Background: an optimization exercise with open tools, aiming at small area, a short achievable clock period and few clock cycles per item. Do not read the settings as production practice.
In this exercise RTL edits were held to simulation tests only and were not proved equivalent to the original.
Power figures rest on the tool's default switching activity, not on a simulated workload.

==> flow/config.mk <==
export PLATFORM = sky130hd
export DESIGN_NAME = babe_cls
export DESIGN_NICKNAME = babe_cls
export VERILOG_FILES = /design/flow/design.v
export SDC_FILE = /design/flow/constraint.sdc
export NUM_CORES = 4
export LEC_CHECK = 0
export CAP_MARGIN = 20
export CORE_MARGIN = 2
export CORE_UTILIZATION = 40
export PLACE_DENSITY = 0.6
export SLEW_MARGIN = 20
==> flow/constraint.sdc <==
create_clock -name core_clock -period 11.0 [get_ports {clk}]
set_input_delay 2.2000 -clock core_clock [delete_from_list [all_inputs] [get_ports {clk}]]
set_output_delay 2.2000 -clock core_clock [all_outputs]
set_load 0.01 [all_outputs]
==> flow/run.sh <==
#!/bin/bash
# synth_recipe.tcl (not shown) runs the flow's synth.tcl, then flattens the netlist and writes it again
# the make line also repeats each setting of config.mk as NAME=value (left out here)
make -C /OpenROAD-flow-scripts/flow DESIGN_CONFIG=/design/flow/config.mk WORK_HOME=/design/flow/orfs CLKGATE_MAP_FILE= SYNTH_SCRIPT=/design/flow/synth_recipe.tcl finish
==> flow/design.v <==
module babe_cls (
    input  wire        clk,
    input  wire        rst,
    input  wire        start,
    input  wire [7:0]  reg_w,        
    input  wire [7:0]  reg_h,        
    input  wire [15:0] maxgrad,
    output wire        busy,
    input  wire        pix_valid,
    input  wire [7:0]  pix_r,
    input  wire [7:0]  pix_g,
    input  wire [7:0]  pix_b,
    output wire        pix_ready,
    output reg  [1:0]  res_kind,     
    output wire [7:0]  res_a1,
    output wire [7:0]  res_a2,
    output reg  [2:0]  res_step,
    output wire [7:0]  avg_r,
    output wire [7:0]  avg_g,
    output wire [7:0]  avg_b
);
    reg        busy_r, rdy_r;
    reg [7:0]  col_left, row_left, wm1;
    reg        frow, fcol;
    reg        div;
    reg [2:0]  dcnt;
    reg [15:0] mg;
    reg [7:0]  x;             
    reg [1:0]  kpre;          
    reg        one, smallr;
    reg        v1, f1, ring1, last1;
    reg [7:0]  p1r, p1g, p1b;
    reg        v2, f2, ring2;
    reg [15:0] luma2;
    reg [15:0] rmin, rmax, imin, imax;
    reg        iempty;
    reg        edom;
    reg [23:0] sr, sg, sb;
    reg [15:0] npix;
    wire take     = pix_valid & rdy_r;
    wire col_end  = (col_left == 8'd0);
    wire row_end  = (row_left == 8'd0);
    wire on_ring  = frow | fcol | col_end | row_end;
    wire [15:0] luma1 = 16'd77 * p1r + 16'd150 * p1g + 16'd29 * p1b;
    wire [15:0] cmin = ring2 ? rmin : imin;
    wire [15:0] cmax = ring2 ? rmax : imax;
    wire lt = luma2 < cmin;
    wire gt = luma2 > cmax;
    function [23:0] dstep(input [23:0] s, input [15:0] n);
        reg [17:0] t;
        begin
            t = {1'b0, s[23:7]} - {2'b0, n};
            dstep = {t[17] ? s[22:7] : t[15:0], s[6:0], ~t[17]};
        end
    endfunction
    wire [18:0] eddiff = {3'b0, rmax} + {2'b0, imin, 1'b0} - {3'b0, rmin} - {2'b0, imax, 1'b0};
    wire        ei_pos = imax > imin;
    wire        e_zero = (rmax == rmin);
    wire [16:0] lediff = {1'b0, rmin} + {1'b0, mg} - {1'b0, rmax};
    wire        e_le   = ~lediff[16];
    wire        r4     = smallr & ~edom & e_le;
    always @(posedge clk) begin
        p1r   <= pix_r;
        p1g   <= pix_g;
        p1b   <= pix_b;
        ring1 <= on_ring;
        last1 <= col_end & row_end;
        f1    <= frow & fcol;
        f2    <= f1;
        ring2 <= ring1 | div;
        if (div && dcnt == 3'd1)      luma2 <= imin;
        else if (div && dcnt == 3'd2) luma2 <= imax;
        else                          luma2 <= luma1;
        if (rst) begin
            busy_r <= 1'b0;
            rdy_r  <= 1'b0;
            v1     <= 1'b0;
            v2     <= 1'b0;
            div    <= 1'b0;
        end else begin
            v1 <= take;
            v2 <= v1 | (div & (dcnt == 3'd1 || dcnt == 3'd2) & ~iempty);
            if (start && !busy_r) begin
                busy_r   <= 1'b1;
                rdy_r    <= 1'b1;
                col_left <= reg_w - 8'd1;
                row_left <= reg_h - 8'd1;
                wm1      <= reg_w - 8'd1;
                frow     <= 1'b1;
                fcol     <= 1'b1;
                mg       <= maxgrad;
                one      <= (reg_w <= 8'd1) && (reg_h <= 8'd1);
                smallr    <= (reg_w <= 8'd4) && (reg_h <= 8'd4);
                if (reg_w >= reg_h) begin
                    x    <= reg_w;
                    kpre <= (reg_w >= 8'd2) ? 2'd1 : 2'd0;
                end else begin
                    x    <= reg_h;
                    kpre <= 2'd2;
                end
                iempty   <= 1'b1;
            end
            if (take) begin
                if (col_end) begin
                    col_left <= wm1;
                    row_left <= row_left - 8'd1;
                    fcol     <= 1'b1;
                    frow     <= 1'b0;
                    if (row_end) rdy_r <= 1'b0;
                end else begin
                    col_left <= col_left - 8'd1;
                    fcol     <= 1'b0;
                end
            end
            if (v1) begin
                sr   <= (f1 ? 24'd0 : sr) + {16'd0, p1r};
                sg   <= (f1 ? 24'd0 : sg) + {16'd0, p1g};
                sb   <= (f1 ? 24'd0 : sb) + {16'd0, p1b};
                npix <= f1 ? 16'd1 : npix + 16'd1;
                if (last1) begin
                    div  <= 1'b1;
                    dcnt <= 3'd0;
                end
            end
            if (v2) begin
                if (ring2) begin
                    if (lt || f2) rmin <= luma2;
                    if (gt || f2) rmax <= luma2;
                end else begin
                    iempty <= 1'b0;
                    if (lt || iempty) imin <= luma2;
                    if (gt || iempty) imax <= luma2;
                end
            end
            if (div) begin
                sr   <= dstep(sr, npix);
                sg   <= dstep(sg, npix);
                sb   <= dstep(sb, npix);
                dcnt <= dcnt + 3'd1;
                if (dcnt == 3'd1)
                    edom <= ~iempty & ei_pos & ~eddiff[18];
                if (dcnt == 3'd7) begin
                    div    <= 1'b0;
                    busy_r <= 1'b0;
                    if (one) begin
                        res_kind <= 2'd0; res_step <= 3'd1;
                    end else if (e_zero) begin
                        res_kind <= 2'd0; res_step <= 3'd2;
                    end else if (r4) begin
                        res_kind <= 2'd0; res_step <= 3'd4;
                    end else begin
                        res_kind <= kpre; res_step <= 3'd5;
                    end
                end
            end
        end
    end
    assign busy      = busy_r;
    assign pix_ready = rdy_r;
    assign avg_r     = sr[7:0];
    assign avg_g     = sg[7:0];
    assign avg_b     = sb[7:0];
    wire   split     = (res_kind != 2'd0);
    assign res_a1    = split ? {1'b0, x[7:1]} : 8'd0;
    assign res_a2    = split ? ({1'b0, x[7:1]} + {7'd0, x[0]}) : 8'd0;
endmodule
==> reports/results.ini <==
[floorplan]
start_util=0.407
fp-row-count=85
die_y_um=238
die_w_um=238
ios=107
dieArea_mm2=0.0568
coreArea_mm2=0.0540

[synth]
yosys_warnings=1
synthCells=2220
avgSynthCellArea_um2=9.90
yosysTopAreaCell=edfxtp_1
synth-edff-count=216
ys_seq_area_frac=0.341
synthAdderAreaFrac=0.249
synth_mux_area_frac=0.0296
ys_ff_latch=266
synth-compound-area-share=0.132
ys.flop_type=edfxtp_1
synthDistinctLibCells=76
synth.area.top_cells=edfxtp_1 (30%), ha_1 (15%), fa_1 (9.7%)
synth_xor_area_frac=0.0626
ys_async_sr_fraction=0
syn-num-nets=2653
synth.top_cell.area_share=0.295
syn_area_mm2=0.0220
synth_top_family_by_area=adder cells
yosys.area_share.simple=0.124

[worst_hold_path]
hold_class=reg -> reg

[pwr]
powerDensity_mw_per_mm2=182
vdd_ir_drop_max_mv=0.242
total_leakage_power_uw=0.0106

[final_layout]
fill_cells=5092
instances_no_fill=3021
fin_nets=2733
post-route-util=0.459
layout_common_cells=ha_1 (267), inv_1 (260), edfxtp_1 (216), nor2_1 (160), nand2_1 (147)
syn2layout_area_growth_pct=12.8
insertedDiodeCount=0
final_common_cell=ha_1
layout-drive-gt1-share=0.0417
design_area_mm2=0.0248

[run]
drv_cap=0

[drt]
wire_per_inst_um=18.3
dr_total_vias=16200
drt_wl_total_mm=55.2
viasPerCell=5.36
ant_nets=0
drt_iter0_drc=976
drtPass1Iterations=6
drcViolationCount=0

[critical_path]
crit_required_ns=11.40
crit_arrival_ns=6.80
startpoint_type=register
crit_path_end_kind=register
worstSetupPathType=reg -> reg
crit_fanout=5

[sta]
fmax_ghz=0.156
slew_headroom=0.241
setup_viol=0
maxSlewViolCount=0
period_share=0.582
hold_viol_final=0
whs_ns=0.406
rsz0062_at_grt=no
finalClockSkew_ns=0.0174
timing.setup.tns_ns=0
min_period_ns=6.40
tightest_slew_ns=1.14

[clocking]
cts_sinks=266
cts_tree=yes
clockRootBuffer=clkbuf_16
cts_made_buffers=35
cts_setup_buffers=0
clk_pin_slew_ns=0.06
clock_path_buffers=3
worstSkewPairLatency_ns=0.56
cts_resized=0
htreeDepth=2
postCtsHoldBufs=0

[global_route]
first_global_vias=16400
grtUsageTotal=0.195
grt_max_degree=73
antenna_found_initial=0
overflow=0
grt_pass1_wl_mm=88.3

[placed_design]
placed_cell_area_mm2=0.0236
dp_cells=2958
gp_congestion=0.865
portBuffers=105
dpl.hpwl_mm=42.3

[outcome]
status=finished clean

==> stage by stage <==
stage / setup WS, ns / total power (uW)
after floorplan: 5.02 / 2850
after global placement: 4.66 / 3270
after detailed placement: 4.64 / 3340
after CTS: 4.57 / 4560
after global routing: 4.26 / 4870
final: 4.60 / 4500
==> report_power, final <==
group          internal, uW  total (uW)  switching, uW
Clock                   717        1190            470
Sequential             1210        1300           91.6
Combinational           948        2020           1070
Total                  2870        4500           1630
==> cell type report <==
| cell class | count | area, um^2 | share of cell area |
|---|---|---|---|
| Tap cell | 696 | 871 | 0.0351 |
| Timing Repair Buffer | 113 | 1130 | 0.0456 |
| Clock inverter | 13 | 168 | 0.00676 |
| Sequential cell | 266 | 7490 | 0.302 |
| Clock buffer | 49 | 1010 | 0.0408 |
| Multi-Input combinational cell | 1623 | 13200 | 0.530 |
| Inverter | 261 | 980 | 0.0395 |
==> layer usage <==
layer | share of wire | track usage | up-vias
met2 | 0.48 | 0.332 | 246
met4 | 0.020 | 0.0485 | 0
met1 | 0.47 | 0.264 | 7927
met3 | 0.030 | 0.0241 | 69
li1 | - | - | 7959
met5 | 0 | 0 | -
==> sequential cells by signal, summed over array words and instances (netlist names), 8 cells and up <==
signal	flops
wm1	8
x	8
sg	24
col_left	8
p1r	8
p1g	8
rmin	16
imin	16
rmax	16
row_left	8
imax	16
sb	24
luma2	16
mg	16
sr	24
p1b	8
npix	16
==> critical path, cell delays in order (launching register included) <==
cell and delay, ns:
dfxtp_1 0.47, ha_1 0.28, ha_1 0.27, inv_1 0.05, fa_1 0.50, fa_1 0.53, inv_1 0.05, ha_1 0.32
xnor2_1 0.21, fa_1 0.47, fa_1 0.51, inv_1 0.05, fa_1 0.46, fa_1 0.54, inv_1 0.04, ha_1 0.30
o21a_1 0.15, o311a_1 0.21, nand3_1 0.12, a31oi_1 0.30, a31oi_1 0.16, xnor2_1 0.17, a21oi_1 0.08
==> synthesized netlist by cell type, types with 12 or more instances <==
master	count
o22ai_1	22
fa_1	106
dfxtp_1	50
nor2b_1	53
clkbuf_1	33
xor2_1	62
nand3_1	51
o211ai_1	17
nor3_1	30
or3_1	12
inv_1	260
a31oi_1	19
edfxtp_1	216
a211oi_1	14
a21o_1	39
nand4_1	26
xnor2_1	95
nor2_1	162
o21ai_1	12
o21a_1	36
ha_1	267
and3_1	22
a21oi_1	114
mux2i_1	56
nand2b_1	13
nand2_1	147
buf_4	26
o21ai_0	112
==> worst paths after layout <==
path	start	endpoint	slack, ns	depth (start not counted)
setup reg to reg	p1g[4]	luma2[15]	4.60	22
setup / recovery	p1g[4]	luma2[15]	4.60	22
hold reg to reg	ring1	ring2	0.41	1
hold / removal	ring1	ring2	0.41	1
==> cells by family after synthesis <==
kind of cell / after synthesis
other: 1
buffers and inverters: 331
and+or+nand+nor: 570
DFF: 266
muxes: 64
xor gates and xnor gates: 157
AOI/OAI and AO/OA: 458
adders and majority gates: 373
Testbench counts, summed over its fixed seeds: cycles 80,123, regions 1,280.

re-timing with driven ports:
In the flow no input, the clock included, has a driving cell. The finished layout below was timed again as built, in two steps.
Step 1 sets driving cells, clkbuf_16 on the clock port and buf_2 on the other inputs (assumed; they add their load-dependent delay and slew).
Step 2 moves the port delays by t, midway between the first and last clock arrival at a register: inputs arrive t later, outputs are due t later. That takes back most of the time a late clock gives input paths.
a / b / c = ideal / step 1 / step 2; a / b = the first two.
t, ns: 0.613
setup slack, ns: 4.599 / 4.599 / 4.599
worst setup path at the end: register to register
After both steps setup and hold are still met in this run. The setup slack of this run moves by 0.000 ns with the drivers and by 0.000 ns with both steps.
